Context: an optimization exercise on an open-source flow, tuned for small area, a short achievable clock period and few clock cycles. The choices shown serve that exercise and are no tape-out recipe. At most, simulation tests tie the RTL to the original design; equivalence was not proved. For runs 5 to 7, only the layout was checked, not whether the RTL still works. Power figures rest on the tool's default switching activity, not on a simulated workload.

<file path="flow/flow/run.sh">
#!/bin/bash
set -euo pipefail
export BUFFER_PORTS_ARGS="-buffer_cell sky130_fd_sc_hd__buf_1"
export SETUP_SLACK_MARGIN=6.6
bash standard.sh > standard.log 2>&1
</file>
<file path="flow/constraint.sdc">
create_clock -name core_clock -period 10.0 [get_ports {clk}]
set_input_delay 2.0000 -clock core_clock [delete_from_list [all_inputs] [get_ports {clk}]]
set_output_delay 2.0000 -clock core_clock [all_outputs]
set_load 0.01 [all_outputs]
</file>
<file path="flow/design.v">
module pm25_codec (
    input  wire         clk,
    input  wire         rst,         
    input  wire         req_valid,
    input  wire [31:0]  req_word,
    input  wire [5:0]   req_nops,    
    input  wire [255:0] req_ops,     
    output wire         busy,
    input  wire         rx_valid,
    input  wire [1:0]   rx_kind,     
    input  wire [7:0]   rx_byte,
    output wire         rx_ready,
    output reg  [2:0]   st,
    output reg  [1:0]   rop,
    output wire [7:0]   nrx,
    output reg          len_vld,
    output wire [15:0]  lenf_r,
    output reg          lmatch,
    output reg          csc_vld,
    output wire [15:0]  csc,
    output reg          csr_vld,
    output reg  [15:0]  csr,
    output wire [5:0]   flen,
    output wire [255:0] fbuf,
    output reg          cbuf_vld,
    output wire [55:0]  cbuf
);
    localparam [2:0] ST_OK      = 3'd0,
                     ST_TIMEOUT = 3'd1,
                     ST_LENMIS  = 3'd2,
                     ST_CSUM    = 3'd3,
                     ST_TERR    = 3'd4,
                     ST_ILLEGAL = 3'd6,
                     ST_NONE    = 3'd7;
    reg         s_h0, s_h1, s_lh, s_ll, s_bd;    
    reg         s_en;                            
    reg         s_vs, s_vc;                      
    reg         busy_r;      
    reg         busy_o;      
    reg         busy_n;      
    reg         rxr;         
    reg         pol;         
    reg  [5:0]  tg;          
    reg  [5:0]  em4;         
    reg         tl;          
    reg         lastr;       
    reg  [5:0]  idx;         
    reg         fsy;         
    reg         fsyn;        
    reg  [6:0]  cnt;         
    reg  [12:0] acc;         
    reg         cscz;        
    reg  [239:0] fb;         
    reg  [23:0] cbd;         
    reg  [9:0]  cck;         
    reg         cv1, cv0;    
    reg  [255:0] vsr;        
    reg  [3:0]  vm;          
    reg         vl;          
    reg  [8:0]  s01, s23;    
    assign busy     = busy_o;
    assign rx_ready = rxr;
    assign nrx      = {busy_n, cnt};
    assign flen     = idx;
    assign csc      = {cscz, cscz, cscz, acc};
    assign fbuf[7:0]    = {fsyn, fsy, fsyn, fsyn, fsyn, fsyn, fsy, fsyn};   
    assign fbuf[15:8]   = {fsyn, fsy, fsyn, fsyn, fsy, fsy, fsyn, fsy};     
    assign fbuf[255:16] = fb;
    assign lenf_r = {fb[7:0], fb[15:8]};
    assign cbuf[7:0]   = {cv0, cv1, cv0, cv0, cv0, cv0, cv1, cv0};         
    assign cbuf[15:8]  = {cv0, cv1, cv0, cv0, cv1, cv1, cv0, cv1};         
    assign cbuf[39:16] = cbd;
    assign cbuf[47:40] = {cv0, cv0, cv0, cv0, cv0, cv0, cck[9:8]};
    assign cbuf[55:48] = cck[7:0];
    wire [3:0]  w_op    = req_word[3:0];
    wire [7:0]  w_arg8  = req_word[15:8];
    wire [15:0] w_arg16 = req_word[31:16];
    wire a_le32  = (w_arg8[7:6] == 2'b00) && (!w_arg8[5] || (w_arg8[4:0] == 5'd0));
    wire a_ge6   = (w_arg8[7:3] != 5'd0) || (w_arg8[2:1] == 2'b11);
    wire a_ge2   = (w_arg8[7:1] != 7'd0);
    wire sync_ok = (w_op == 4'h1) && (req_word[7:5] == 3'b000) &&
                   (w_arg16 == 16'h0000) && a_ge6 && a_le32;
    wire enc_ok  = (w_op == 4'h2) && (req_word[7:4] == 4'h0);
    wire ver_ok  = (w_op == 4'h3) && (req_word[7:4] == 4'h0) &&
                   (w_arg16 == 16'h0000) && a_ge2 && a_le32 &&
                   ({2'b00, req_nops} == w_arg8);
    wire [9:0]  enc_sum = 10'h08F + {2'b00, cbd[7:0]} + {2'b00, cbd[15:8]} +
                          {2'b00, cbd[23:16]};
    wire take = req_valid && !busy_r;
    wire        rv    = rx_valid;
    wire        fire  = rx_valid && rxr;
    wire        isb   = (rx_kind == 2'd0);
    wire        istmo = (rx_kind == 2'd1);
    wire        b42   = (rx_byte == 8'h42);
    wire        b4d   = (rx_byte == 8'h4D);
    wire        bz    = (rx_byte == 8'h00);
    wire        at2e  = (cnt == {tg, 1'b0});    
    wire        at2e1 = (cnt == {tg, 1'b1});    
    wire        hunt  = s_h0 || s_h1;
    wire        stor  = s_lh || s_ll || s_bd;   
    wire        hi0   = (fb[7:0] == 8'h00);
    wire        lm    = hi0 && (rx_byte == {2'b00, em4});
    reg         blt;
    integer     k;
    always @(*) begin
        blt = 1'b0;
        for (k = 0; k < 6; k = k + 1)
            blt = (!rx_byte[k] && em4[k]) || (!(rx_byte[k] ^ em4[k]) && blt);
    end
    wire        lless = hi0 && (rx_byte[7:6] == 2'b00) && blt;
    wire [5:0]  tbody = tl ? (fb[13:8] + 6'd4) : tg;
    wire        ckhi  = (acc[12:8] == csr[4:0]) && (csr[7:5] == 3'd0);
    wire        ckok  = ckhi && (rx_byte == acc[7:0]);
    wire        h0end = !b42 && at2e;                        
    wire        h1end = !b4d && (at2e1 || (!b42 && at2e));   
    wire        llgo  = pol ? !(hi0 && bz) : lm;             
    wire        lastl = pol && hi0 && bz;                    
    wire        tmo   = (s_h0 && h0end) || (s_h1 && h1end);
    wire        lmis  = s_ll && !pol && !lm;
    wire        ckend = (s_ll && lastl) || (s_bd && lastr);
    wire        bend  = tmo || (s_ll && !llgo) || (s_bd && lastr);
    wire        sdone = !isb || bend;                        
    wire [2:0]  sst   = !isb  ? (istmo ? ST_TIMEOUT : ST_TERR) :
                        tmo   ? ST_TIMEOUT :
                        lmis  ? ST_LENMIS :
                        ckok  ? ST_OK : ST_CSUM;
    wire [7:0]  v0 = vm[0] ? vsr[7:0]   : 8'd0;
    wire [7:0]  v1 = vm[1] ? vsr[15:8]  : 8'd0;
    wire [7:0]  v2 = vm[2] ? vsr[23:16] : 8'd0;
    wire [7:0]  v3 = vm[3] ? vsr[31:24] : 8'd0;
    wire [12:0] vacc = acc + {4'd0, s01} + {4'd0, s23};
    wire [15:0] q1 = {3'd0, acc}, q2 = {7'd0, s01}, q3 = {7'd0, s23};
    wire [15:0] qs = q1 ^ q2 ^ q3;
    wire [15:0] qc = {(q1[14:0] & q2[14:0]) | (q1[14:0] & q3[14:0]) | (q2[14:0] & q3[14:0]), 1'b0};
    wire [15:0] qneed = qs ^ qc ^ csr;
    wire [15:0] qgen  = (qs & qc) | ((qs | qc) & ~csr);
    wire        veq   = (qneed == {qgen[14:0], 1'b0});
    reg  [15:0] vcsr;
    always @(*) begin
        case (tg[2:0])
            3'd2:    vcsr = {vsr[7:0],   vsr[15:8]};
            3'd3:    vcsr = {vsr[15:8],  vsr[23:16]};
            3'd4:    vcsr = {vsr[23:16], vsr[31:24]};
            3'd5:    vcsr = {vsr[31:24], vsr[39:32]};
            default: vcsr = {vsr[39:32], vsr[47:40]};
        endcase
    end
    always @(posedge clk) begin
        if (rst) begin
            {s_h0, s_h1, s_lh, s_ll, s_bd, s_en, s_vs, s_vc} <= 8'd0;
            busy_r   <= 1'b0;
            busy_o   <= 1'b0;
            busy_n   <= 1'b0;
            rxr      <= 1'b0;
            st       <= ST_NONE;
            rop      <= 2'd0;
            cnt      <= 7'd0;
            idx      <= 6'd0;
            fsy      <= 1'b0;
            fsyn     <= 1'b1;
            len_vld  <= 1'b0;
            csc_vld  <= 1'b0;
            cscz     <= 1'b1;
            csr_vld  <= 1'b0;
            cbuf_vld <= 1'b0;
            cv1      <= 1'b0;
            cv0      <= 1'b1;
        end else if (!busy_r) begin
            if (req_valid) begin
                len_vld <= 1'b0;
                csc_vld <= 1'b0;
                cscz    <= 1'b1;
                csr_vld <= 1'b0;
                cnt     <= 7'd0;
                s_h0    <= sync_ok;
                s_en    <= enc_ok;
                s_vs    <= ver_ok;
                rxr     <= sync_ok;
                busy_r  <= sync_ok || enc_ok || ver_ok;
                busy_o  <= sync_ok || enc_ok || ver_ok;
                busy_n  <= sync_ok || enc_ok || ver_ok;
                if (sync_ok) begin
                    idx  <= 6'd0;
                    fsy  <= 1'b0;
                    fsyn <= 1'b1;
                end
                if (!(sync_ok || enc_ok || ver_ok)) begin
                    st  <= ST_ILLEGAL;
                    rop <= 2'd0;
                end
            end
        end else if (rxr) begin
            if (rv) begin
                cnt  <= cnt + 7'd1;
                s_h0 <= isb && (s_h0 ? (!b42 && !at2e) :
                                s_h1 && !b4d && !b42 && !at2e1 && !at2e);
                s_h1 <= isb && (s_h0 ? b42 : s_h1 && b42 && !at2e1);
                s_lh <= isb && s_h1 && b4d;
                s_ll <= isb && s_lh;
                s_bd <= isb && (s_ll ? llgo : s_bd && !lastr);
                if (sdone) begin
                    busy_r <= 1'b0;
                    busy_o <= 1'b0;
                    busy_n <= 1'b0;
                    rxr    <= 1'b0;
                    st     <= sst;
                    rop    <= 2'd1;
                end
                if (isb && s_ll)
                    len_vld <= 1'b1;
                if (isb && ckend) begin
                    csc_vld <= 1'b1;
                    cscz    <= 1'b0;
                    csr_vld <= 1'b1;
                end
                if (isb && stor)
                    idx <= idx + 6'd1;
                if (isb && s_h1 && b4d) begin
                    idx  <= 6'd2;
                    fsy  <= 1'b1;
                    fsyn <= 1'b0;
                end
            end
        end else if (s_en) begin
            s_en     <= 1'b0;
            busy_r   <= 1'b0;
            busy_o   <= 1'b0;
            busy_n   <= 1'b0;
            cbuf_vld <= 1'b1;
            cv1      <= 1'b1;
            cv0      <= 1'b0;
            csc_vld  <= 1'b1;
            cscz     <= 1'b0;
            st       <= ST_OK;
            rop      <= 2'd2;
        end else if (s_vs) begin
            if (vl) begin
                s_vs <= 1'b0;
                s_vc <= 1'b1;
            end
        end else begin
            s_vc    <= 1'b0;
            busy_r  <= 1'b0;
            busy_o  <= 1'b0;
            busy_n  <= 1'b0;
            csc_vld <= 1'b1;
            cscz    <= 1'b0;
            csr_vld <= 1'b1;
            st      <= veq ? ST_OK : ST_CSUM;
            rop     <= 2'd3;
        end
    end
    always @(posedge clk) begin
        if (!busy_r) begin
            if (req_valid) begin
                tg  <= w_arg8[5:0];
                em4 <= w_arg8[5:0] - 6'd4;
                pol <= req_word[4];
                acc <= 13'd0;
                s01 <= 9'd0;
                s23 <= 9'd0;
                vm  <= {w_arg8[5:0] >= 6'd6, w_arg8[5:0] >= 6'd5,
                        w_arg8[5:0] >= 6'd4, w_arg8[5:0] >= 6'd3};
                vl  <= (w_arg8[5:0] <= 6'd6);
            end
        end else if (rxr) begin
            if (rv) begin
                csr <= {csr[7:0], rx_byte};
                if (hunt)
                    acc <= 13'h042;
                else if (stor && !(s_bd && lastr))
                    acc <= acc + {5'd0, csr[7:0]};
                if (s_ll) begin
                    tl     <= pol && lless;
                    lastr  <= pol && hi0 && (rx_byte == 8'h01);
                    lmatch <= lm;
                end
                if (s_bd)
                    lastr <= (idx + 6'd2 == tbody);
            end
            if (s_bd)
                tg <= tbody;
        end else if (s_en) begin
            acc <= {3'd0, enc_sum};
        end else begin
            tg  <= tg - 6'd4;
            acc <= vacc;
            s01 <= {1'b0, v0} + {1'b0, v1};
            s23 <= {1'b0, v2} + {1'b0, v3};
            vm  <= {tg >= 6'd10, tg >= 6'd9, tg >= 6'd8, tg >= 6'd7};
            vl  <= (tg <= 6'd10);
            if (s_vs)
                csr <= vcsr;
        end
    end
    always @(posedge clk) begin
        if (take && enc_ok)
            cbd <= {w_arg16[7:0], w_arg16[15:8], w_arg8};
        if (s_en)
            cck <= enc_sum;
    end
    genvar g;
    generate
        for (g = 2; g < 32; g = g + 1) begin : g_fb
            always @(posedge clk)
                if (stor && idx[4:0] == g)
                    fb[8*g-9:8*g-16] <= rx_byte;
        end
    endgenerate
    always @(posedge clk) begin
        vsr[255:224] <= req_ops[255:224];
        if (s_vs)
            vsr[223:0] <= vsr[255:32];
        else
            vsr[223:0] <= req_ops[223:0];
    end
endmodule
</file>
<file path="flow/standard.sh">
#!/bin/bash
# synth_recipe.tcl (not shown) runs the flow's synth.tcl, then flattens the netlist and writes it again
# the make line also repeats each setting of config.mk as NAME=value (left out here)
make -C /OpenROAD-flow-scripts/flow DESIGN_CONFIG=/design/flow/config.mk WORK_HOME=/design/flow/orfs CLKGATE_MAP_FILE= SYNTH_SCRIPT=/design/flow/synth_recipe.tcl "${@:-finish}"
</file>
<file path="flow/config.mk">
export PLATFORM = sky130hd
export DESIGN_NAME = pm25_codec
export DESIGN_NICKNAME = pm25_codec
export VERILOG_FILES = /design/flow/design.v
export SDC_FILE = /design/flow/constraint.sdc
export NUM_CORES = 4
export LEC_CHECK = 0
export ABC_AREA = 1
export CAP_MARGIN = 35
export CORE_MARGIN = 2
export CORE_UTILIZATION = 50
export CTS_BUF_LIST = sky130_fd_sc_hd__clkbuf_8
export PLACE_DENSITY = 0.75
export SLEW_MARGIN = 20
</file>
==> results.cfg, run 1 <==
[global_routing]
grt_pass1_wl_mm = 115
grt_max_degree = 86
grt_pass1_vias = 19100
track_usage = 0.291
antenna_found_initial = 2
grt-ovfl-total = 0

[finish]
fillers = 4198
drive_above_1_share = 0.159
instances_no_fill = 3721
syn2layout_area_growth_pct = 21.1
layout.nets = 3376
final_core_util = 0.612

[synth]
async_reset_ff_frac = 0
synth_cell_types = 55
synth_top_cell_by_area = edfxtp_1
synth_edf_count = 342
synthFlopType = edfxtp_1
synth_seq_cells = 634
syn_nets = 2640
synth_top_cells_by_area = edfxtp_1, dfxtp_1, mux2_2
synth_cells = 2226
synth_warnings = 1
syn_area_mm2 = 0.0260
postSynthAreaPerCell_um2 = 11.7
synth.top_cell.area_share = 0.395
yosysSeqAreaShare = 0.620

[pwr]
p_total_mw = 5.54
ir_drop_mv = 0.141
p_per_area_mw_per_mm2 = 176
p_leak_nw = 12.3

[timing]
post-route-min-period_ns = 3.46
slew_viol_final = 0
relSlewSlack = 0.396
period_share = 0.346
rsz0062_at_grt = true
finalHoldViolCount = 0
worst_slew_pin_slew_ns = 0.903
final-setup-viol-count = 0
setup_tns_ns = 0
finClkSkew_ns = 0.0311
fmax_mhz = 289
fin_hold_ws_ns = 0.437

[flow_run]
maxCapViolCount = 0

[route]
route.vias.total = 19600
drt-wirelength-per-cell_um = 21.7
vias_per_cell = 5.26
drc = 0
drt_first_pass_iters = 8
drtIter0Drc = 1452
wl_mm = 80.6
ant_nets = 0

[placed_design]
gp_congestion = 0.992
place_inst = 3505
port_buffers = 693
dpl.hpwl_mm = 60.7

[clocking]
ctsHtreeMaxLevel = 3
clockBufferDepth = 3
cts.sinks = 634
clkTransAtPathRegs_ns = 0.06
tritoncts = done
insertion_delay_ns = 0.71
cts_hold_buf = 0
clockRootBuffer = clkbuf_8
numCtsBuffers = 99

[floorplan]
die_w_um = 232
die-area_mm2 = 0.0538
start_util = 0.506
std_cell_rows = 83
die_h_um = 232
core_area_mm2 = 0.0514
ioPinCount = 694

[setup_path]
r2r-end = acc[7]
r2r-start = cbd[9]
required_ns = 8.00
rrSetupSlack_ns = 6.74
cp_slowest_cell = edfxtp_1
path_max_fanout = 3
crit_path_cell_trace = buf_1
cp.buffers_inverters = 1
arrival_ns = 1.46
cp_slowest_stage_delay_ns = 0.56
worstSetupStartpointType = register
ff2ff_path_depth = 15
crit_type = reg2out
endpoint_kind = output pin
crit_family = flip-flops
critPathLaunch = fb[9]

[worst_hold_path]
hp-class = reg2reg
holdPathEnd = vsr[165]
hp-start = vsr[197]
hold_path_depth = 1

[status]
status = complete, no violations
registers in the layout (all words and copies together), names as in the netlist, 2 cells and up:
signal / cells
vsr: 256
s23: 9
vm: 4
idx: 6
acc: 13
em4: 6
cnt: 7
st: 3
s01: 9
fb: 240
cck: 10
cbd: 24
rop: 2
csr: 16
tg: 6
worst max-delay path by stage:
stage | to | cells after the start
2_1_floorplan | fsy | 14
3_3_place_gp | st[1] | 14
3_5_place_dp | st[1] | 16
4_1_cts | lenf_r[1] | 1
5_1_grt | lenf_r[1] | 1
6_report | lenf_r[1] | 1
area by class of cell:
class,instances,area [um2],area share
Timing Repair Buffer,742,3180,0.101
Antenna cell,1,2.50,0.0000795
Clock buffer,108,1490,0.0472
Sequential cell,634,16100,0.513
Multi-Input combinational cell,1243,8350,0.265
Inverter,242,910,0.0289
Tap cell,680,851,0.0270
Clock inverter,71,566,0.0180
layout by cell type, fill, tap and decap left out, drive strengths merged, types with 2 or more instances in the layout:
master,netlist,layout
o221ai,3,3
clkinv,2,29
buf,84,733
dfxtp,292,292
xnor2,15,15
o21ai,103,103
a21boi,2,2
nand3b,2,2
o211ai,10,10
mux2,208,208
a221oi,2,2
o22ai,2,2
nand4,27,27
inv,240,276
nor3,15,15
o21bai,2,2
a21oi,103,103
o311ai,2,2
o21a,3,3
clkbuf,23,117
a31oi,7,7
o31ai,3,3
o22a,3,3
a22oi,2,2
nand2,347,347
or2,7,7
nor2,193,193
fa,30,30
ha,76,76
nand3,46,46
edfxtp,342,342
xor2,24,24
bufinv,0,8
kinds of logic after synthesis:
group	after synthesis	synth area share
adder cells (fa/ha/maj)	106	0.0597
flip-flops	634	0.620
buffers and inverters	349	0.0605
multiplexers	208	0.0901
XOR/XNOR	39	0.0131
AO/OA/AOI/OAI	251	0.0531
AND/OR/NAND/NOR	639	0.104
power breakdown:
part / internal, mW / switching [mW]
Combinational: 0.174 / 0.236
Clock: 1.21 / 1.04
Sequential: 2.83 / 0.0434
Total: 4.22 / 1.32
per-stage QoR:
| step | cell area [um2] | setup slack, ns |
|---|---|---|
| floorplan | 26000 | 6.60 |
| global placement | 28900 | 5.64 |
| detailed placement | 28900 | 5.58 |
| CTS | 31300 | 6.49 |
| global route | 31500 | 6.52 |
| finish | 31500 | 6.54 |
cell usage after synthesis, drive strengths merged, types with 2 or more instances:
| cell type | n |
|---|---|
| nand2 | 347 |
| edfxtp | 342 |
| dfxtp | 292 |
| inv | 240 |
| mux2 | 208 |
| nor2 | 193 |
| a21oi | 103 |
| o21ai | 103 |
| buf | 84 |
| ha | 76 |
| nand3 | 46 |
| fa | 30 |
| nand4 | 27 |
| xor2 | 24 |
| clkbuf | 23 |
| nor3 | 15 |
| xnor2 | 15 |
| o211ai | 10 |
| a31oi | 7 |
| or2 | 7 |
| o21a | 3 |
| o221ai | 3 |
| o22a | 3 |
| o31ai | 3 |
| a21boi | 2 |
| a221oi | 2 |
| a22oi | 2 |
| clkinv | 2 |
| nand3b | 2 |
| o21bai | 2 |
| o22ai | 2 |
| o311ai | 2 |
what timing repair did:
item / CTS / global route
buffers inserted: 28 / 5
gates resized for setup: 45 / 25
endpoints found under the setup margin: 96 / 35
gates cloned: 0 / 2
pin swaps: 0 / 3
layer usage:
layer  wire length [um]  track usage
met3               6920       0.0629
met2              40900        0.513
met5                 15            0
met4               3600        0.135
met1              29200        0.338
Testbench counts, summed over its fixed seeds: cycles 28,075.
==> inputs of run 2 (changes only) <==
--- a/flow/config.mk
+++ b/flow/config.mk
@@ -7,8 +7,6 @@
 export LEC_CHECK = 0
-export ABC_AREA = 1
 export CAP_MARGIN = 35
 export CORE_MARGIN = 2
-export CORE_UTILIZATION = 50
+export CORE_UTILIZATION = 65
 export CTS_BUF_LIST = sky130_fd_sc_hd__clkbuf_8
-export PLACE_DENSITY = 0.75
 export SLEW_MARGIN = 20
==> run 2 against run 1 <==
Compared with the run above:
- synthesized cell count down 15%
- clock-buffer cell count down 2
- non-clock buffer count up 34
- first-iteration DRC count up 45%
- synthesized area down 1.6%
- combinational power down 11%
- cell count down 13%
- clock power down 8%
- largest cell class unchanged
- total power down 4.6%
- fmax up 0.25%
==> results.cfg, run 2 <==
[synth]
synth_seq_cells = 634
synthTopCellsByCount = edfxtp_1, dfxtp_1, mux2_2, nor2_1, inv_1
synth-xor-area-share = 0.0264
synth_edf_count = 342
synthFlopType = edfxtp_1
async_reset_ff_frac = 0
synth_top_cell_by_area = edfxtp_1
postSynthAreaPerCell_um2 = 13.5
syn_area_mm2 = 0.0256
syn_nets = 2304
synth-adder-area-share = 0.0606
synth_compound_area_frac = 0.0675
synth_cells = 1890
synth_top_cells_by_area = edfxtp_1, dfxtp_1, mux2_2
synth_warnings = 1
synth.top_cell.area_share = 0.401
synth_top_family_by_area = multiplexers
synth_most_common_cell = edfxtp_1
synth-simple-area-share = 0.0746
yosysSeqAreaShare = 0.630
synth_mux_area_frac = 0.100
synth_cell_types = 73

[clocking]
cts.sinks = 634
clockRootBuffer = clkbuf_8
numCtsBuffers = 96
clockBufferDepth = 3
insertion_delay_ns = 0.68
clkTransAtPathRegs_ns = 0.06
tritoncts = done
cts_hold_buf = 0
ctsHtreeMaxLevel = 3

[timing]
setup_tns_ns = 0
rsz0062_at_grt = true
slew_viol_final = 0
final.setup.worst_slack_ns = 6.55
worst_slew_pin_slew_ns = 0.989
post-route-min-period_ns = 3.45
final-setup-viol-count = 0
finClkSkew_ns = 0.0358
finalHoldViolCount = 0
relSlewSlack = 0.338
fmax_mhz = 290
period_share = 0.345

[floorplan]
die-area_mm2 = 0.0410
start_util = 0.660
die_h_um = 202
core_area_mm2 = 0.0387
die_w_um = 202
std_cell_rows = 72
ioPinCount = 694

[placed_design]
dpl.hpwl_mm = 60.2
preCtsSetupSlack_ns = 5.12
place_inst = 2996
placed_area_mm2 = 0.0284
port_buffers = 693
gp_congestion = 0.968

[setup_path]
path_max_fanout = 3
worstSetupStartpointType = primary input
crit_type = in2reg
r2r-end = st[1]
arrival_ns = 3.98
ff2ff_path_depth = 7
endpoint_kind = register
r2r-start = acc[2]
rrSetupSlack_ns = 6.74
required_ns = 10.54

[finish]
instances_no_fill = 3243
layout.nets = 3054
top_regs = vsr (256), fb (240), cbd (24)
largest_reg_flops = 256
drive_above_1_share = 0.191
syn2layout_area_growth_pct = 22.2
regMostFlops = vsr
final_common_cell = buf_1
layout_common_cells = buf_1, edfxtp_1, dfxtp_1
fin_area_mm2 = 0.0313

[route]
drt_first_pass_iters = 6
drc = 0
route.vias.total = 19100
wl_mm = 83.8
ant_nets = 0
drt-wirelength-per-cell_um = 25.8
drtIter0Drc = 2110
vias_per_cell = 5.88

[pwr]
ir_drop_mv = 0.164
p_per_area_mw_per_mm2 = 169
p_leak_nw = 11.6

[worst_hold_path]
hold_path_depth = 1
holdPathEnd = vsr[107]
hp-class = reg2reg
hp-start = vsr[139]

[status]
status = complete, no violations

[global_routing]
grt_pass1_vias = 18600
grt-busiest-layer = met2
track_usage = 0.398
grt_max_degree = 77
grt_pass1_wl_mm = 118
use_met2 = 0.669
met3_usage = 0.110
antenna_found_initial = 19
grt-ovfl-total = 0
met1_usage = 0.464

[flow_run]
maxCapViolCount = 0
run 2: changes by cell type in the layout (fill, tap and decap cells not counted), moves of 16 or more:
cell	previous run	this run
a211oi_1	0	19
a21oi_1	102	64
and2_1	1	32
buf_4	40	69
inv_1	260	112
mux2_2	208	224
nand2_1	343	71
nand3_1	42	19
nor2_1	177	114
nor2b_1	0	20
o21ai_0	99	50
xnor2_1	14	44
run 2: worst max-delay path by stage:
stage / from / to / cells after the start
after global placement: rx_byte[0] / st[1] / 10
after detailed placement: rx_byte[0] / st[1] / 10
after global routing: rx_byte[4] / st[1] / 11
final: rx_byte[4] / st[1] / 9
after CTS: rx_byte[4] / st[1] / 9
after floorplan: rx_byte[4] / st[1] / 9
run 2: cell type report:
cell class	instances	area (um2)
multi-input cells	1042	8640
clock buffers	106	1460
flip-flops and latches	634	16100
fillers	2351	7480
clock inverters	67	412
repair buffers	776	3580
well taps	518	648
inverters	90	357
diodes	10	25.0
run 2: critical path: stages:
cell      delay [ns]
buf_12          0.10
buf_12          0.13
buf_4           0.17
xor2_1          0.18
nor4_1          0.34
nand3_1         0.17
nor3_4          0.38
a221oi_1        0.15
o32a_1          0.37
run 2: where the power goes:
part	internal (mW)	leakage [nW]	switching, mW
clock network	1.08	1.06	0.993
logic	0.167	4.97	0.199
registers	2.81	5.57	0.0347
run 2: cells by family after synthesis:
group,Yosys count
flip-flops,634
AND/OR/NAND/NOR,371
AO/OA/AOI/OAI,260
multiplexers,228
buffers and inverters,214
adder cells (fa/ha/maj),106
XOR/XNOR,77
run 2: stage by stage:
stage	utilization	total power [mW]	hold WS, ns
final	0.807	5.28	0.451
after global placement	0.731	3.20	0.437
after floorplan	-	3.07	0.433
after global routing	0.807	5.44	0.459
after CTS	0.796	5.27	0.453
after detailed placement	0.733	3.22	0.438
run 2: per-layer routing:
layer  share of wire  wire length, um
met4           0.060             5010
met5         0.00032               27
met2            0.49            41000
met1            0.33            28000
met3            0.12             9790
run 2: repair_timing:
action,CTS,global route
gates resized for setup,48,51
endpoints found under the setup margin,83,32
cloned,5,1
pin swaps,4,19
buffers inserted,36,17
==> inputs of run 3 (changes only) <==
--- a/flow/config.mk
+++ b/flow/config.mk
@@ -7,5 +7,6 @@
 export LEC_CHECK = 0
+export ABC_AREA = 1
 export CAP_MARGIN = 35
 export CORE_MARGIN = 2
-export CORE_UTILIZATION = 65
+export CORE_UTILIZATION = 60
 export CTS_BUF_LIST = sky130_fd_sc_hd__clkbuf_8
==> run 3 against run 2 <==
Compared with the run above:
- clock power is 5% higher
- register-to-register slack improved by 0.10 ns
- fmax is 0.73% lower
- via count up 2.6%
- combinational power is 11% higher
- critical endpoint is now fbuf[21]
==> results.cfg, run 3 <==
[status]
status = complete, no violations

[finish]
multi_input_area_mm2 = 0.00835
syn2layout_area_growth_pct = 20.8
final_common_cell = buf_1
top_regs = vsr (256), fb (240), cbd (24)
layout.nets = 3373
regArea_mm2 = 0.0161
regMostFlops = vsr
final_core_util = 0.733
largest_reg_flops = 256
drive_above_1_share = 0.165
layout_common_cells = buf_1, nand2_1, edfxtp_1
fillers = 3079

[synth]
synth_seq_cells = 634
synth_top_cell_by_area = edfxtp_1
syn_nets = 2640
synthTopCellsByCount = nand2_1, edfxtp_1, dfxtp_1, inv_1, mux2_2
synth_cells = 2226
syn_area_mm2 = 0.0260
postSynthAreaPerCell_um2 = 11.7
synth_edf_count = 342
synth_cell_types = 55
async_reset_ff_frac = 0
synth.top_cell.area_share = 0.395
synth_top_cells_by_area = edfxtp_1, dfxtp_1, mux2_2
synth_warnings = 1
yosysSeqAreaShare = 0.620
synth_most_common_cell = nand2_1
synthFlopType = edfxtp_1

[setup_path]
crit_family = flip-flops
crit_path_cell_trace = buf_2
r2r-end = acc[7]
ff2ff_path_depth = 14
critPathLaunch = fb[5]
cp_slowest_stage_delay_ns = 0.54
crit_path_end = fbuf[21]
endpoint_kind = output pin
crit_type = reg2out
arrival_ns = 1.47
required_ns = 8.00
cp.buffers_inverters = 1
worstSetupStartpointType = register
cp_slowest_cell = edfxtp_1
cp.depth = 1
rrSetupSlack_ns = 6.84
path_max_fanout = 3
r2r-start = cbd[9]

[global_routing]
grt_max_degree = 80
grt-ovfl-total = 0
grt_pass1_vias = 18700
met1_usage = 0.446
antenna_found_initial = 5
met3_usage = 0.0668
grt-busiest-layer = met2
use_met2 = 0.627
track_usage = 0.367
grt_pass1_wl_mm = 118

[flow_run]
maxCapViolCount = 0

[worst_hold_path]
hp-start = vsr[188]
hp-class = reg2reg

[floorplan]
core_area_mm2 = 0.0429
die-area_mm2 = 0.0450
start_util = 0.606
die_w_um = 212
die_h_um = 212
ioPinCount = 694
std_cell_rows = 76

[route]
drt_first_pass_iters = 7
vias_per_cell = 5.39
drc = 0
drtIter0Drc = 1677
ant_nets = 0
route.vias.total = 19600
drt-wirelength-per-cell_um = 23.0
wl_mm = 83.6

[clocking]
cts_hold_buf = 0
clockBufferDepth = 3
tritoncts = done
insertion_delay_ns = 0.72
cts.sinks = 634
clkTransAtPathRegs_ns = 0.06
clockRootBuffer = clkbuf_8
numCtsBuffers = 97
ctsHtreeMaxLevel = 3

[placed_design]
dpl.hpwl_mm = 63.7
port_buffers = 693
gp_congestion = 0.960

[pwr]
p_per_area_mw_per_mm2 = 174
ir_drop_mv = 0.147
p_leak_nw = 12.4

[timing]
finClkSkew_ns = 0.0494
period_share = 0.347
worst_slew_pin_slew_ns = 0.925
rsz0062_at_grt = true
final-setup-viol-count = 0
slew_viol_final = 0
relSlewSlack = 0.381
fmax_mhz = 288
setup_tns_ns = 0
finalHoldViolCount = 0
post-route-min-period_ns = 3.47
-- run 3: kinds of logic (layout without fill, tap and decap cells) --
family / Yosys count / in the layout / synth area share
multiplexers: 208 / 208 / 0.0901
buffers and inverters: 349 / 1165 / 0.0605
AO/OA/AOI/OAI: 251 / 251 / 0.0531
adder cells (fa/ha/maj): 106 / 106 / 0.0597
XOR/XNOR: 39 / 39 / 0.0131
flip-flops: 634 / 634 / 0.620
other: 0 / 5 / 0
AND/OR/NAND/NOR: 639 / 639 / 0.104
-- run 3: per-stage QoR --
step	cells	instance area (um2)	setup slack, ns	total power [mW]	hold WS, ns
global placement	3405	28800	5.63	3.32	0.436
global route	3629	31400	6.51	5.65	0.457
CTS	3620	31300	6.50	5.48	0.441
finish	3632	31400	6.53	5.48	0.448
detailed placement	3407	28800	5.49	3.33	0.438
floorplan	2226	26000	6.60	3.15	0.429
-- run 3: worst min-delay path by stage --
stage          cells past startpoint        to  slack (ns)
2_1_floorplan                      2   vsr[14]        0.43
6_report                           1  vsr[156]        0.45
4_1_cts                            1  vsr[110]        0.44
3_3_place_gp                       1  vsr[157]        0.44
3_5_place_dp                       1   vsr[35]        0.44
5_1_grt                            1  vsr[179]        0.46
-- run 3: where the power goes --
group          leakage, nW  switching (mW)  total, mW  internal (mW)
combinational         5.67           0.235      0.408          0.172
sequential            5.58          0.0530       2.89           2.83
clock                 1.15            1.03       2.18           1.15
-- run 3: layout make-up --
| type | instances | area share |
|---|---|---|
| Antenna cell | 5 | 0.000398 |
| Clock buffer | 114 | 0.0499 |
| Clock inverter | 68 | 0.0137 |
| Inverter | 242 | 0.0290 |
| Multi-Input combinational cell | 1243 | 0.266 |
| Sequential cell | 634 | 0.514 |
| Tap cell | 585 | 0.0233 |
| Timing Repair Buffer | 741 | 0.104 |
-- run 3: layer usage --
layer | vias up | wire length (um)
met5 | - | 0
li1 | 8972 | -
met3 | 171 | 6580
met1 | 9341 | 31500
met4 | 0 | 4410
met2 | 1092 | 41100
-- run 3: what timing repair did --
| item | in CTS | in global routing |
|---|---|---|
| endpoints found under the setup margin | 102 | 57 |
| pin swaps | 0 | 1 |
| cloned | 0 | 0 |
| resized for setup | 86 | 30 |
| setup buffers | 31 | 5 |
==> inputs of run 4 (changes only) <==
--- a/flow/flow/run.sh
+++ b/flow/flow/run.sh
@@ -4,2 +4,7 @@
 export SETUP_SLACK_MARGIN=6.6
+slow=""
+for c in or3 or3b or4 or4b or4bb; do
+  for d in 1 2 4; do slow="$slow sky130_fd_sc_hd__${c}_${d}"; done
+done
+export DONT_USE_CELLS="$slow"
 bash standard.sh > standard.log 2>&1
--- a/flow/config.mk
+++ b/flow/config.mk
@@ -7,6 +7,5 @@
 export LEC_CHECK = 0
-export ABC_AREA = 1
 export CAP_MARGIN = 35
 export CORE_MARGIN = 2
-export CORE_UTILIZATION = 60
+export CORE_UTILIZATION = 50
 export CTS_BUF_LIST = sky130_fd_sc_hd__clkbuf_8
==> run 4 against run 3 <==
Compared with the run above:
- largest cell class unchanged
- sequential share of layout area shrank 0.56 points
- critical path depth grew 1
- global-route usage shrank 3.6 points
- total power shrank 0.54%
- register-to-register slack lost 0.14 ns
- design area grew 1.2%
==> results.cfg, run 4 <==
[timing]
finalHoldViolCount = 0
slew_viol_final = 0
rsz0062_at_grt = true
final.setup.worst_slack_ns = 6.59
period_share = 0.341
relSlewSlack = 0.337
post-route-min-period_ns = 3.41
fmax_mhz = 293
finClkSkew_ns = 0.0200
fin_hold_ws_ns = 0.443
worst_slew_pin_slew_ns = 0.991
final-setup-viol-count = 0
setup_tns_ns = 0

[synth]
synthFlopType = edfxtp_1
synth_cells = 1890
postSynthAreaPerCell_um2 = 13.5
synth_seq_cells = 634
synth_cell_types = 73
synth_warnings = 1
synth_top_cells_by_area = edfxtp_1, dfxtp_1, mux2_2
syn_nets = 2304
synth_most_common_cell = edfxtp_1
synth_top_cell_by_area = edfxtp_1
synthTopCellsByCount = edfxtp_1, dfxtp_1, mux2_2, nor2_1, inv_1
syn_area_mm2 = 0.0256
yosysSeqAreaShare = 0.630
synth.top_cell.area_share = 0.401
synth_edf_count = 342
async_reset_ff_frac = 0

[worst_hold_path]
hp-class = reg2reg

[finish]
layout_common_cells = buf_1, edfxtp_1, dfxtp_1
syn2layout_area_growth_pct = 24.3
final_common_cell = buf_1
largest_reg_flops = 256
drive_above_1_share = 0.203
fin_area_mm2 = 0.0318
final_core_util = 0.631
regMostFlops = vsr
instances_no_fill = 3417
top_regs = vsr (256), fb (240), cbd (24)
layout.nets = 3068
fillers = 4110

[pwr]
p_total_mw = 5.45
internal_power_mw = 4.19
p_per_area_mw_per_mm2 = 171
p_sw_mw = 1.25
ir_drop_mv = 0.142
switching_share = 0.230
p_seq_frac = 0.521
p_clk_frac = 0.411
p_leak_nw = 11.9
combinationalPowerShare = 0.069

[global_routing]
grt_pass1_vias = 18200
track_usage = 0.330
grt-ovfl-total = 0
grt_pass1_wl_mm = 125
antenna_found_initial = 24
grt_max_degree = 77

[route]
route.vias.total = 18600
ant_nets = 0
drt-wirelength-per-cell_um = 26.3
wl_mm = 89.8
drt_first_pass_iters = 5
drtIter0Drc = 1421
vias_per_cell = 5.45
drc = 0

[floorplan]
die_w_um = 230
std_cell_rows = 82
start_util = 0.508
ioPinCount = 694
die_h_um = 230
die-area_mm2 = 0.0530
core_area_mm2 = 0.0504

[placed_design]
port_buffers = 693
place_inst = 3156
preCtsSetupSlack_ns = 5.44
dpl.hpwl_mm = 65.7
placed_area_mm2 = 0.0286
gp_congestion = 0.932

[clocking]
clockBufferDepth = 3
clockRootBuffer = clkbuf_8
cts.sinks = 634
tritoncts = done
insertion_delay_ns = 0.70
ctsHtreeMaxLevel = 3
clkTransAtPathRegs_ns = 0.06
numCtsBuffers = 101

[setup_path]
path_max_fanout = 2
arrival_ns = 1.41
crit_type = reg2out
rrSetupSlack_ns = 6.70
required_ns = 8.00
worstSetupStartpointType = register
endpoint_kind = output pin

[status]
status = complete, no violations

[flow_run]
maxCapViolCount = 0
-- run 4: layer usage --
metal	GRT usage	share of wire	wire length [um]	vias to the layer above
li1	-	-	-	8371
met1	0.417	0.39	34800	9028
met2	0.543	0.48	43000	986
met3	0.0992	0.095	8560	202
met4	0.110	0.035	3170	30
met5	0	0.0021	192	-
-- run 4: kinds of logic (layout without fill, tap and decap cells) --
logic type / count (synthesis) / after routing / synth area share
flip-flops: 634 / 634 / 0.630
AND/OR/NAND/NOR: 371 / 371 / 0.0746
AO/OA/AOI/OAI: 260 / 260 / 0.0675
multiplexers: 228 / 228 / 0.100
buffers and inverters: 214 / 1063 / 0.0408
adder cells (fa/ha/maj): 106 / 106 / 0.0606
XOR/XNOR: 77 / 77 / 0.0264
other: 0 / 6 / 0
-- run 4: path summary, 6_finish.rpt --
kind | from | endpoint | depth (start not counted)
worst max-delay path | cbd[12] | cbuf[28] | 2
worst max register to register | cbd[3] | acc[7] | 12
worst min register to register | vsr[97] | vsr[65] | 1
worst min-delay path | vsr[97] | vsr[65] | 1
-- run 4: power by group through the flow --
stage / Clock [mW] / Sequential [mW] / Combinational (mW)
after floorplan: 0 / 2.88 / 0.187
after global placement: 0 / 2.89 / 0.313
after detailed placement: 0 / 2.90 / 0.319
after CTS: 2.27 / 2.84 / 0.358
after global routing: 2.38 / 2.84 / 0.407
final: 2.24 / 2.84 / 0.374
-- run 4: final cells by class --
cell class | count | area, um2 | area share
well taps | 672 | 841 | 0.0264
diodes | 6 | 15.0 | 0.000472
inverters | 90 | 350 | 0.0110
multi-input cells | 1042 | 8610 | 0.271
repair buffers | 785 | 3760 | 0.118
clock inverters | 65 | 382 | 0.0120
flip-flops and latches | 634 | 16200 | 0.508
clock buffers | 123 | 1690 | 0.0532
-- run 4: worst max-delay path, cell delays in order (launching register included) --
cell and delay, ns:
edfxtp_1 0.41, buf_12 0.17, buf_8 0.13
-- run 4: what timing repair did --
item | CTS | global route
pin swaps | 6 | 11
gates cloned | 6 | 2
gates resized for setup | 84 | 53
setup buffers | 40 | 15
hold buffers | 0 | 0
endpoints found under the setup margin | 98 | 46
==> inputs of run 5 (changes only) <==
--- a/flow/design.v
+++ b/flow/design.v
@@ -177,2 +177,5 @@
                 s_vs    <= ver_ok;
+                rop     <= sync_ok ? 2'd1 : enc_ok ? 2'd2 : ver_ok ? 2'd3 : 2'd0;
+                if (enc_ok)
+                    st  <= ST_OK;
                 rxr     <= sync_ok;
@@ -186,6 +189,4 @@
                 end
-                if (!(sync_ok || enc_ok || ver_ok)) begin
+                if (!(sync_ok || enc_ok || ver_ok))
                     st  <= ST_ILLEGAL;
-                    rop <= 2'd0;
-                end
             end
@@ -206,3 +207,2 @@
                     st     <= sst;
-                    rop    <= 2'd1;
                 end
@@ -233,4 +233,2 @@
             cscz     <= 1'b0;
-            st       <= ST_OK;
-            rop      <= 2'd2;
         end else if (s_vs) begin
@@ -249,3 +247,2 @@
             st      <= veq ? ST_OK : ST_CSUM;
-            rop     <= 2'd3;
         end
==> flow/flow/run.sh (replaced) <==
#!/bin/bash
set -euo pipefail
export BUFFER_PORTS_ARGS="-buffer_cell sky130_fd_sc_hd__buf_1"
export SETUP_SLACK_MARGIN=6.6
bash standard.sh > standard.log 2>&1
--- a/flow/config.mk
+++ b/flow/config.mk
@@ -10,3 +10,4 @@
 export CORE_UTILIZATION = 50
-export CTS_BUF_LIST = sky130_fd_sc_hd__clkbuf_8
+export CTS_BUF_LIST = sky130_fd_sc_hd__clkbuf_4 sky130_fd_sc_hd__clkbuf_8
+export CTS_CLUSTER_SIZE = 20
 export SLEW_MARGIN = 20
==> run 5 against run 4 <==
Compared with the run above:
- die area rose by 0.80%
- sequential power barely moved
- synthesized area rose by 0.82%
- critical path depth rose by 7
- flip-flop and latch count did not move
- fmax fell by 2.6%
==> results.cfg, run 5 <==
[status]
status = complete, no violations

[finish]
drive_above_1_share = 0.220
syn2layout_area_growth_pct = 24.3
fillers = 4213
instances_no_fill = 3445
final_common_cell = buf_1
final_core_util = 0.626
regMostFlops = vsr
layout.nets = 3085
top_regs = vsr (256), fb (240), cbd (24)
layout_common_cells = buf_1, edfxtp_1, dfxtp_1
largest_reg_flops = 256

[route]
drt_first_pass_iters = 6
vias_per_cell = 5.31
wl_mm = 85.3
drc = 0
ant_nets = 0
route.vias.total = 18300
drtIter0Drc = 1406
drt-wirelength-per-cell_um = 24.8

[setup_path]
worstSetupStartpointType = primary input
arrival_ns = 4.10
required_ns = 10.60
ff2ff_path_depth = 9
crit_type = in2reg
path_max_fanout = 4
endpoint_kind = register

[pwr]
p_per_area_mw_per_mm2 = 174
p_leak_nw = 11.9
ir_drop_mv = 0.142

[clocking]
cts_hold_buf = 0
clockRootBuffer = clkbuf_8
numCtsBuffers = 101
clkTransAtPathRegs_ns = 0.07
clockBufferDepth = 3
cts.sinks = 634
ctsHtreeMaxLevel = 3
tritoncts = done
insertion_delay_ns = 0.71

[timing]
period_share = 0.350
finalHoldViolCount = 0
relSlewSlack = 0.377
post-route-min-period_ns = 3.50
slew_viol_final = 0
worst_slew_pin_slew_ns = 0.926
setup_tns_ns = 0
fmax_mhz = 286
rsz0062_at_grt = true
final.setup.worst_slack_ns = 6.50
finClkSkew_ns = 0.0377
fin_hold_ws_ns = 0.453
final-setup-viol-count = 0

[synth]
syn_area_mm2 = 0.0258
synth_warnings = 1
async_reset_ff_frac = 0
postSynthAreaPerCell_um2 = 13.4
synth_edf_count = 342
synth_cell_types = 74
syn_nets = 2335
synth_seq_cells = 634
synth.top_cell.area_share = 0.398
synth_top_cell_by_area = edfxtp_1
synth_cells = 1920
synth_top_cells_by_area = edfxtp_1, dfxtp_1, mux2_2
synthTopCellsByCount = edfxtp_1, dfxtp_1, mux2_2, nor2_1, nand2_1
synthFlopType = edfxtp_1
yosysSeqAreaShare = 0.625
synth_most_common_cell = edfxtp_1

[floorplan]
ioPinCount = 694
die_w_um = 231
core_area_mm2 = 0.0512
std_cell_rows = 83
die_h_um = 231
start_util = 0.504
die-area_mm2 = 0.0534

[placed_design]
preCtsSetupSlack_ns = 5.28
port_buffers = 693
place_inst = 3185
dpl.hpwl_mm = 62.9
gp_congestion = 0.911

[flow_run]
maxCapViolCount = 0

[global_routing]
antenna_found_initial = 12
track_usage = 0.311
grt_max_degree = 72
grt-ovfl-total = 0
grt_pass1_vias = 18200
grt_pass1_wl_mm = 119

[worst_hold_path]
hp-class = reg2reg
hold_path_depth = 1
==> run 5: cell count changes after synthesis, sizes merged, moves of 9 or more <==
cell	previous run	this run
nor2	116	103
a22o	9	0
nand2	73	82
mux2i	4	21
and2	32	53
clkbuf	50	60
==> run 5: layer usage <==
metal,vias to the layer above,track usage,part of all wire
met4,12,0.107,0.027
met2,854,0.560,0.52
met3,132,0.0768,0.079
met1,8883,0.359,0.37
li1,8403,-,-
met5,-,0,0.00088
==> run 5: cell type report <==
class                   count  area [um2]  area share
inverters                  82         328      0.0102
clock buffers             144        1820      0.0567
well taps                 680         851      0.0265
repair buffers            776        3640       0.114
diodes                      7        17.5    0.000546
flip-flops and latches    634       16200       0.504
multi-input cells        1075        8850       0.276
clock inverters            47         402      0.0125
==> run 5: path summary, 6_finish.rpt <==
check	end	from	slack, ns
min	vsr[153]	vsr[185]	0.45
max	st[0]	rx_byte[7]	6.50
max reg2reg	st[0]	acc[6]	6.70
min reg2reg	vsr[153]	vsr[185]	0.45
==> run 5: kinds of logic after synthesis <==
kind of cell             Yosys count  synth area share
XOR/XNOR                          81            0.0275
buffers and inverters            211            0.0392
AO/OA/AOI/OAI                    249            0.0647
adder cells (fa/ha/maj)          107            0.0606
flip-flops                       634             0.625
AND/OR/NAND/NOR                  389            0.0755
multiplexers                     249             0.108
==> run 5: metrics by stage <==
step	cell area, um2	power (mW)
finish	32100	5.58
global route	32100	5.78
CTS	31800	5.61
detailed placement	28800	3.24
global placement	28800	3.23
floorplan	25900	3.08
==> run 5: timing repair <==
action,in CTS,in global routing
gates resized for setup,105,43
gates cloned,5,2
pin swaps,8,14
setup endpoints to repair,146,69
buffers inserted,38,16
==> run 5: power breakdown <==
part	internal, mW	leakage [nW]	switching (mW)	total [mW]
combinational	0.172	5.11	0.203	0.375
clock	1.32	1.17	1.05	2.37
sequential	2.81	5.58	0.0347	2.84
total	4.29	11.9	1.29	5.58
==> run 5: critical path, cell delays in order <==
cell,delay [ns]
clkbuf_16,0.12
buf_12,0.13
or4b_4,0.49
or4_4,0.50
a2bb2oi_2,0.16
a21oi_4,0.20
o221a_1,0.21
nor3_1,0.04
a211o_1,0.24
==> inputs of run 6 (changes only) <==
--- a/flow/config.mk
+++ b/flow/config.mk
@@ -10,4 +10,3 @@
 export CORE_UTILIZATION = 50
-export CTS_BUF_LIST = sky130_fd_sc_hd__clkbuf_4 sky130_fd_sc_hd__clkbuf_8
-export CTS_CLUSTER_SIZE = 20
+export CTS_BUF_LIST = sky130_fd_sc_hd__clkbuf_8
 export SLEW_MARGIN = 20
==> run 6 against run 5 <==
Compared with the run above:
- die area unchanged
- setup slack got worse by 0.029 ns
- global-route usage about the same
- worst hold slack got worse by 0.0028 ns
- critical path type unchanged
- largest cell class unchanged
==> results.cfg, run 6 <==
[clocking]
insertion_delay_ns = 0.71
clkTransAtPathRegs_ns = 0.06
clockRootBuffer = clkbuf_8
cts_hold_buf = 0
numCtsBuffers = 101
clockBufferDepth = 3
tritoncts = done
ctsHtreeMaxLevel = 3
cts.sinks = 634

[pwr]
p_leak_nw = 11.8
p_per_area_mw_per_mm2 = 172
combinationalPowerShare = 0.067
p_clk_frac = 0.414
ir_drop_mv = 0.140
p_total_mw = 5.48
internal_power_mw = 4.19
p_seq_frac = 0.518
p_sw_mw = 1.29
switching_share = 0.235

[global_routing]
grt_max_degree = 72
grt_pass1_wl_mm = 120
track_usage = 0.311
grt_pass1_vias = 18200
grt-ovfl-total = 0
antenna_found_initial = 11

[floorplan]
die_w_um = 231
start_util = 0.504
std_cell_rows = 83
die-area_mm2 = 0.0534
die_h_um = 231
core_area_mm2 = 0.0512
ioPinCount = 694

[placed_design]
port_buffers = 693
dpl.hpwl_mm = 62.9
gp_congestion = 0.911
placed_area_mm2 = 0.0288

[timing]
rsz0062_at_grt = true
relSlewSlack = 0.382
worst_slew_pin_slew_ns = 0.925
final-setup-viol-count = 0
finalHoldViolCount = 0
slew_viol_final = 0
finClkSkew_ns = 0.0358
setup_tns_ns = 0
fmax_mhz = 283
period_share = 0.353
post-route-min-period_ns = 3.53

[route]
wl_mm = 84.9
drtIter0Drc = 1274
drc = 0
route.vias.total = 18200
vias_per_cell = 5.30
drt_first_pass_iters = 5
ant_nets = 0
drt-wirelength-per-cell_um = 24.7

[setup_path]
endpoint_kind = register
worstSetupStartpointType = primary input
crit_type = in2reg
path_max_fanout = 4
required_ns = 10.60
arrival_ns = 4.13

[synth]
synth_warnings = 1
syn_area_mm2 = 0.0258
async_reset_ff_frac = 0
synth_compound_area_frac = 0.0647
synth_seq_cells = 634
yosysSeqAreaShare = 0.625
synth_top_cells_by_area = edfxtp_1, dfxtp_1, mux2_2
synth_top_family_by_area = multiplexers
synth.top_cell.area_share = 0.398
synth-xor-area-share = 0.0275
synth-simple-area-share = 0.0755
synth_top_cell_by_area = edfxtp_1
synthFlopType = edfxtp_1
synth_edf_count = 342
synthTopCellsByCount = edfxtp_1, dfxtp_1, mux2_2, nor2_1, nand2_1
postSynthAreaPerCell_um2 = 13.4
synth_mux_area_frac = 0.108
synth-adder-area-share = 0.0606
syn_nets = 2335
synth_cells = 1920
synth_most_common_cell = edfxtp_1
synth_cell_types = 74

[worst_hold_path]
hp-class = reg2reg

[flow_run]
maxCapViolCount = 0

[finish]
final_common_cell = buf_1
layout_common_cells = buf_1, edfxtp_1, dfxtp_1
final_core_util = 0.623
top_regs = vsr (256), fb (240), cbd (24)
drive_above_1_share = 0.209
syn2layout_area_growth_pct = 23.7
layout.nets = 3078
largest_reg_flops = 256
fin_area_mm2 = 0.0319
regMostFlops = vsr

[status]
status = complete, no violations
-- run 6: worst paths after layout --
path              depth (start not counted)       start  slack [ns]       end
setup / recovery                          9  rx_byte[7]        6.47     st[0]
hold / removal                            1    vsr[185]        0.45  vsr[153]
setup reg to reg                          9      acc[6]        6.69     st[0]
hold reg to reg                           1    vsr[185]        0.45  vsr[153]
-- run 6: final cells by class --
cell class	instances	area [um2]
diodes	8	20.0
clock buffers	118	1620
clock inverters	73	499
fillers	4230	19300
inverters	82	328
multi-input cells	1075	8840
flip-flops and latches	634	16200
well taps	680	851
repair buffers	769	3570
-- run 6: per-stage QoR --
step,hold slack [ns],worst slack (ns),cells
3_3_place_gp,0.436,5.35,3180
3_5_place_dp,0.440,5.28,3185
4_1_cts,0.444,6.45,3422
2_1_floorplan,0.433,6.05,1920
5_1_grt,0.464,6.43,3436
6_report,0.450,6.47,3439
-- run 6: cells by family (layout without fill, tap and decap cells) --
kind of cell               after synthesis  after routing
xor gates and xnor gates                81             81
and+or+nand+nor                        389            389
adders and majority gates              107            107
AOI/OAI and AO/OA                      249            249
other                                    0              8
muxes                                  249            249
buffers and inverters                  211           1042
DFF                                    634            634
-- run 6: power groups by stage --
stage | clock network, mW | registers [mW] | logic [mW]
finish | 2.27 | 2.84 | 0.370
global route | 2.43 | 2.84 | 0.404
CTS | 2.31 | 2.84 | 0.364
detailed placement | 0 | 2.90 | 0.333
global placement | 0 | 2.90 | 0.326
floorplan | 0 | 2.88 | 0.199
-- run 6: repair_timing --
item,CTS,global route
cloned,5,0
setup endpoints to repair,146,69
setup buffers,41,8
resized for setup,107,37
pin swaps,12,10
-- run 6: metal layers --
metal / global-route usage / wire length, um / vias up
li1: - / - / 8381
met1: 0.357 / 31600 / 8879
met2: 0.565 / 44300 / 817
met3: 0.0780 / 6410 / 135
met4: 0.103 / 2530 / 12
met5: 0 / 75 / -
-- run 6: worst max-delay path, cell delays in order --
cell and delay [ns]:
clkbuf_16 0.12, buf_12 0.13, or4b_4 0.52, or4_4 0.50, a2bb2oi_2 0.16, a21oi_4 0.21
o221a_1 0.21, nor3_1 0.04, a211o_1 0.24
==> inputs of run 7 (changes only) <==
--- a/flow/design.v
+++ b/flow/design.v
@@ -35,3 +35,2 @@
     reg         s_h0, s_h1, s_lh, s_ll, s_bd;    
-    reg         s_en;                            
     reg         s_vs, s_vc;                      
@@ -86,4 +85,4 @@
                    ({2'b00, req_nops} == w_arg8);
-    wire [9:0]  enc_sum = 10'h08F + {2'b00, cbd[7:0]} + {2'b00, cbd[15:8]} +
-                          {2'b00, cbd[23:16]};
+    wire [9:0]  enc_sum = 10'h08F + {2'b00, w_arg8} + {2'b00, w_arg16[15:8]} +
+                          {2'b00, w_arg16[7:0]};
     wire take = req_valid && !busy_r;
@@ -149,3 +148,3 @@
         if (rst) begin
-            {s_h0, s_h1, s_lh, s_ll, s_bd, s_en, s_vs, s_vc} <= 8'd0;
+            {s_h0, s_h1, s_lh, s_ll, s_bd, s_vs, s_vc} <= 7'd0;
             busy_r   <= 1'b0;
@@ -175,11 +174,16 @@
                 s_h0    <= sync_ok;
-                s_en    <= enc_ok;
                 s_vs    <= ver_ok;
                 rop     <= sync_ok ? 2'd1 : enc_ok ? 2'd2 : ver_ok ? 2'd3 : 2'd0;
-                if (enc_ok)
-                    st  <= ST_OK;
+                if (enc_ok) begin
+                    st       <= ST_OK;
+                    cbuf_vld <= 1'b1;
+                    cv1      <= 1'b1;
+                    cv0      <= 1'b0;
+                    csc_vld  <= 1'b1;
+                    cscz     <= 1'b0;
+                end
                 rxr     <= sync_ok;
-                busy_r  <= sync_ok || enc_ok || ver_ok;
-                busy_o  <= sync_ok || enc_ok || ver_ok;
-                busy_n  <= sync_ok || enc_ok || ver_ok;
+                busy_r  <= sync_ok || ver_ok;
+                busy_o  <= sync_ok || ver_ok;
+                busy_n  <= sync_ok || ver_ok;
                 if (sync_ok) begin
@@ -223,12 +227,2 @@
             end
-        end else if (s_en) begin
-            s_en     <= 1'b0;
-            busy_r   <= 1'b0;
-            busy_o   <= 1'b0;
-            busy_n   <= 1'b0;
-            cbuf_vld <= 1'b1;
-            cv1      <= 1'b1;
-            cv0      <= 1'b0;
-            csc_vld  <= 1'b1;
-            cscz     <= 1'b0;
         end else if (s_vs) begin
@@ -255,3 +249,3 @@
                 pol <= req_word[4];
-                acc <= 13'd0;
+                acc <= (w_op[1] && !w_op[0]) ? {3'd0, enc_sum} : 13'd0;
                 s01 <= 9'd0;
@@ -279,4 +273,2 @@
                 tg <= tbody;
-        end else if (s_en) begin
-            acc <= {3'd0, enc_sum};
         end else begin
@@ -293,6 +285,6 @@
     always @(posedge clk) begin
-        if (take && enc_ok)
+        if (take && enc_ok) begin
             cbd <= {w_arg16[7:0], w_arg16[15:8], w_arg8};
-        if (s_en)
             cck <= enc_sum;
+        end
     end
--- a/flow/config.mk
+++ b/flow/config.mk
@@ -10,3 +10,4 @@
 export CORE_UTILIZATION = 50
-export CTS_BUF_LIST = sky130_fd_sc_hd__clkbuf_8
+export CTS_BUF_LIST = sky130_fd_sc_hd__clkbuf_4 sky130_fd_sc_hd__clkbuf_8
+export CTS_CLUSTER_SIZE = 20
 export SLEW_MARGIN = 20
==> run 7 against run 6 <==
Compared with the run above:
- clock skew down 0.0080 ns
- clock-buffer cell count up 30
- synthesized cell count unchanged
- cell count up 0.23%
- largest power group unchanged
- still clean
==> results.cfg, run 7 <==
[status]
status = complete, no violations

[timing]
post-route-min-period_ns = 4.24
period_share = 0.424
final-setup-viol-count = 0
finalHoldViolCount = 0
rsz0062_at_grt = true
fin_hold_ws_ns = 0.441
fmax_mhz = 236
slew_viol_final = 0
relSlewSlack = 0.380
setup_tns_ns = 0
finClkSkew_ns = 0.0278
worst_slew_pin_slew_ns = 0.928

[clocking]
cts.sinks = 633
ctsHtreeMaxLevel = 3
clockBufferDepth = 3
cts_hold_buf = 0
insertion_delay_ns = 0.69
clkTransAtPathRegs_ns = 0.06
tritoncts = done
numCtsBuffers = 99
clockRootBuffer = clkbuf_8

[placed_design]
dpl.hpwl_mm = 59.6
placed_area_mm2 = 0.0289
gp_congestion = 0.912
port_buffers = 693

[finish]
top_regs = vsr (256), fb (240), cbd (24)
syn2layout_area_growth_pct = 24.1
largest_reg_flops = 256
layout.nets = 3089
regMostFlops = vsr
fillers = 4177
fin_area_mm2 = 0.0320
final_common_cell = buf_1
layout_common_cells = buf_1, edfxtp_1, dfxtp_1
drive_above_1_share = 0.220
final_core_util = 0.626

[floorplan]
core_area_mm2 = 0.0512
start_util = 0.504
std_cell_rows = 83
die-area_mm2 = 0.0535
die_h_um = 231
die_w_um = 231
ioPinCount = 694

[synth]
synth_seq_cells = 633
synth-xor-area-share = 0.0275
syn_nets = 2334
synth_most_common_cell = edfxtp_1
synth_top_cell_by_area = edfxtp_1
synth_compound_area_frac = 0.0607
syn_area_mm2 = 0.0258
synth_top_cells_by_area = edfxtp_1, dfxtp_1, mux2_2
postSynthAreaPerCell_um2 = 13.4
async_reset_ff_frac = 0
synth_edf_count = 342
synthFlopType = edfxtp_1
synth_mux_area_frac = 0.112
synthTopCellsByCount = edfxtp_1, dfxtp_1, mux2_2, nor2_1, nand2_1
synth.top_cell.area_share = 0.398
synth_top_family_by_area = multiplexers
yosysSeqAreaShare = 0.624
synth-simple-area-share = 0.0744
synth_cell_types = 71
synth_cells = 1920
synth_warnings = 1
synth-adder-area-share = 0.0601

[pwr]
p_seq_frac = 0.506
ir_drop_mv = 0.145
switching_share = 0.241
p_leak_nw = 11.9
p_clk_frac = 0.393
p_sw_mw = 1.36
p_per_area_mw_per_mm2 = 176
combinationalPowerShare = 0.101
internal_power_mw = 4.28

[route]
ant_nets = 0
drtIter0Drc = 1282
wl_mm = 81.2
vias_per_cell = 5.27
wl_met1_mm = 30.9
topRoutingLayerUsed = met5
met3_length_mm = 7.32
drt-wirelength-per-cell_um = 23.6
drt_first_pass_iters = 7
route.vias.total = 18200
drc = 0
dr_wl_met2_mm = 39.9

[global_routing]
grt_pass1_wl_mm = 115
antenna_found_initial = 25
track_usage = 0.294
grt-ovfl-total = 0
grt_max_degree = 76
grt_pass1_vias = 17900

[setup_path]
r2r-start = acc[1]
crit_type = in2reg
cp_slowest_stage_delay_ns = 0.50
path_max_fanout = 2
arrival_ns = 4.69
required_ns = 10.44
endpoint_kind = register
cp_slowest_cell = fa_1
crit_path_cell_trace = buf_12, inv_8, ha_4, fa_1, inv_2, ha_4, fa_2, a21o_1, a21oi_2, nor2b_1, o21a_1, o21a_1, o31a_1, a221o_1
critPathLaunch = req_word[9]
worstSetupStartpointType = primary input

[worst_hold_path]
hp-class = reg2reg
hp-start = vsr[214]

[flow_run]
maxCapViolCount = 0
run 7: cell types whose count changed after synthesis, moves of 7 or more:
cell,delta
mux2i_1,+16
nand2_1,+10
a21oi_1,+7
clkbuf_1,-10
and2_1,-8
o21ai_0,+16
o22ai_1,-9
o21ai_1,-8
or3_1,+8
a221oi_1,-14
a211oi_1,+7
run 7: cell type report:
type | count | area, um2 | share of cell area
inverters | 83 | 332 | 0.0104
multi-input cells | 1076 | 9000 | 0.281
clock buffers | 148 | 1810 | 0.0566
repair buffers | 782 | 3660 | 0.114
well taps | 680 | 851 | 0.0266
diodes | 8 | 20.0 | 0.000625
clock inverters | 37 | 226 | 0.00707
flip-flops and latches | 633 | 16100 | 0.503
run 7: stage by stage:
stage,total power [mW],worst slack [ns],instances
finish,5.63,5.76,3447
global route,5.85,5.74,3443
CTS,5.63,5.84,3412
detailed placement,3.38,4.53,3187
global placement,3.37,4.61,3182
floorplan,3.20,5.12,1920
run 7: final timing paths:
check	to	slack (ns)	depth (start not counted)
worst min-delay path	vsr[182]	0.44	1
worst min register to register	vsr[182]	0.44	1
worst max-delay path	acc[9]	5.76	14
worst max register to register	acc[9]	6.73	10
run 7: logic make-up after synthesis:
group,Yosys count
flops,633
simple gates,382
mux,261
compound gates,245
buf+inv,212
fa+ha+maj,106
xor+xnor,81
run 7: power by group through the flow:
stage | clock [mW] | combinational, mW | sequential (mW)
final | 2.21 | 0.570 | 2.85
after global routing | 2.37 | 0.625 | 2.85
after CTS | 2.25 | 0.524 | 2.85
after detailed placement | 0 | 0.466 | 2.91
after global placement | 0 | 0.454 | 2.91
after floorplan | 0 | 0.303 | 2.90
run 7: layer usage:
layer	global-route usage	up-vias
li1	-	8378
met1	0.351	8748
met2	0.504	837
met3	0.0909	186
met4	0.101	32
met5	0	-
run 7: worst max-delay path, delay by kind of cell:
family          cells  cell delay (ns)
simple gates        1             0.07
fa+ha+maj           4             1.19
compound gates      6             1.21
buf+inv             3             0.20
run 7: timing repair:
item,CTS,global route
resized for setup,107,41
gates cloned,2,4
buffers inserted,38,19
pin swaps,15,20
endpoints found under the setup margin,119,73

what the ideal ports hide:
The results above use ideal ports. As a check the final layouts listed here were re-extracted and re-timed, cells and wires unchanged.
Step 1: set_driving_cell puts a clkbuf_16 on clk and a buf_2 on each other input, an assumption about the parent block.
Step 2, shift: input delay + t, output delay - t, t = (earliest + latest rising clock arrival at the registers) / 2. This alone moves slack from input paths to output paths.
Slacks: ideal / step 1 / step 2; pairs: ideal / step 1.
run	t (ns)	slack for setup (ns)	clock arrival spread, ns	worst data-port slew with drivers (ns)	cell pins on the clock port's net
run 1	0.748	6.544 / 6.485 / 5.947	0.033 / 0.032	0.07	1
run 2	0.722	6.552 / 6.477 / 5.755	0.036 / 0.036	0.21	1
run 3	0.750	6.527 / 6.475 / 6.032	0.049 / 0.049	0.17	1
run 4	0.747	6.590 / 6.530 / 5.884	0.030 / 0.030	0.21	1
run 5	0.745	6.499 / 6.425 / 5.680	0.041 / 0.042	0.24	1
run 6	0.744	6.470 / 6.413 / 5.669	0.043 / 0.043	0.24	1
run 7	0.736	5.756 / 5.763 / 5.027	0.038 / 0.038	0.18	1
After both steps every run listed still meets setup and hold. For run 5, which loses most, drivers alone change the setup slack by -0.074 ns; drivers and shift together by -0.819 ns.
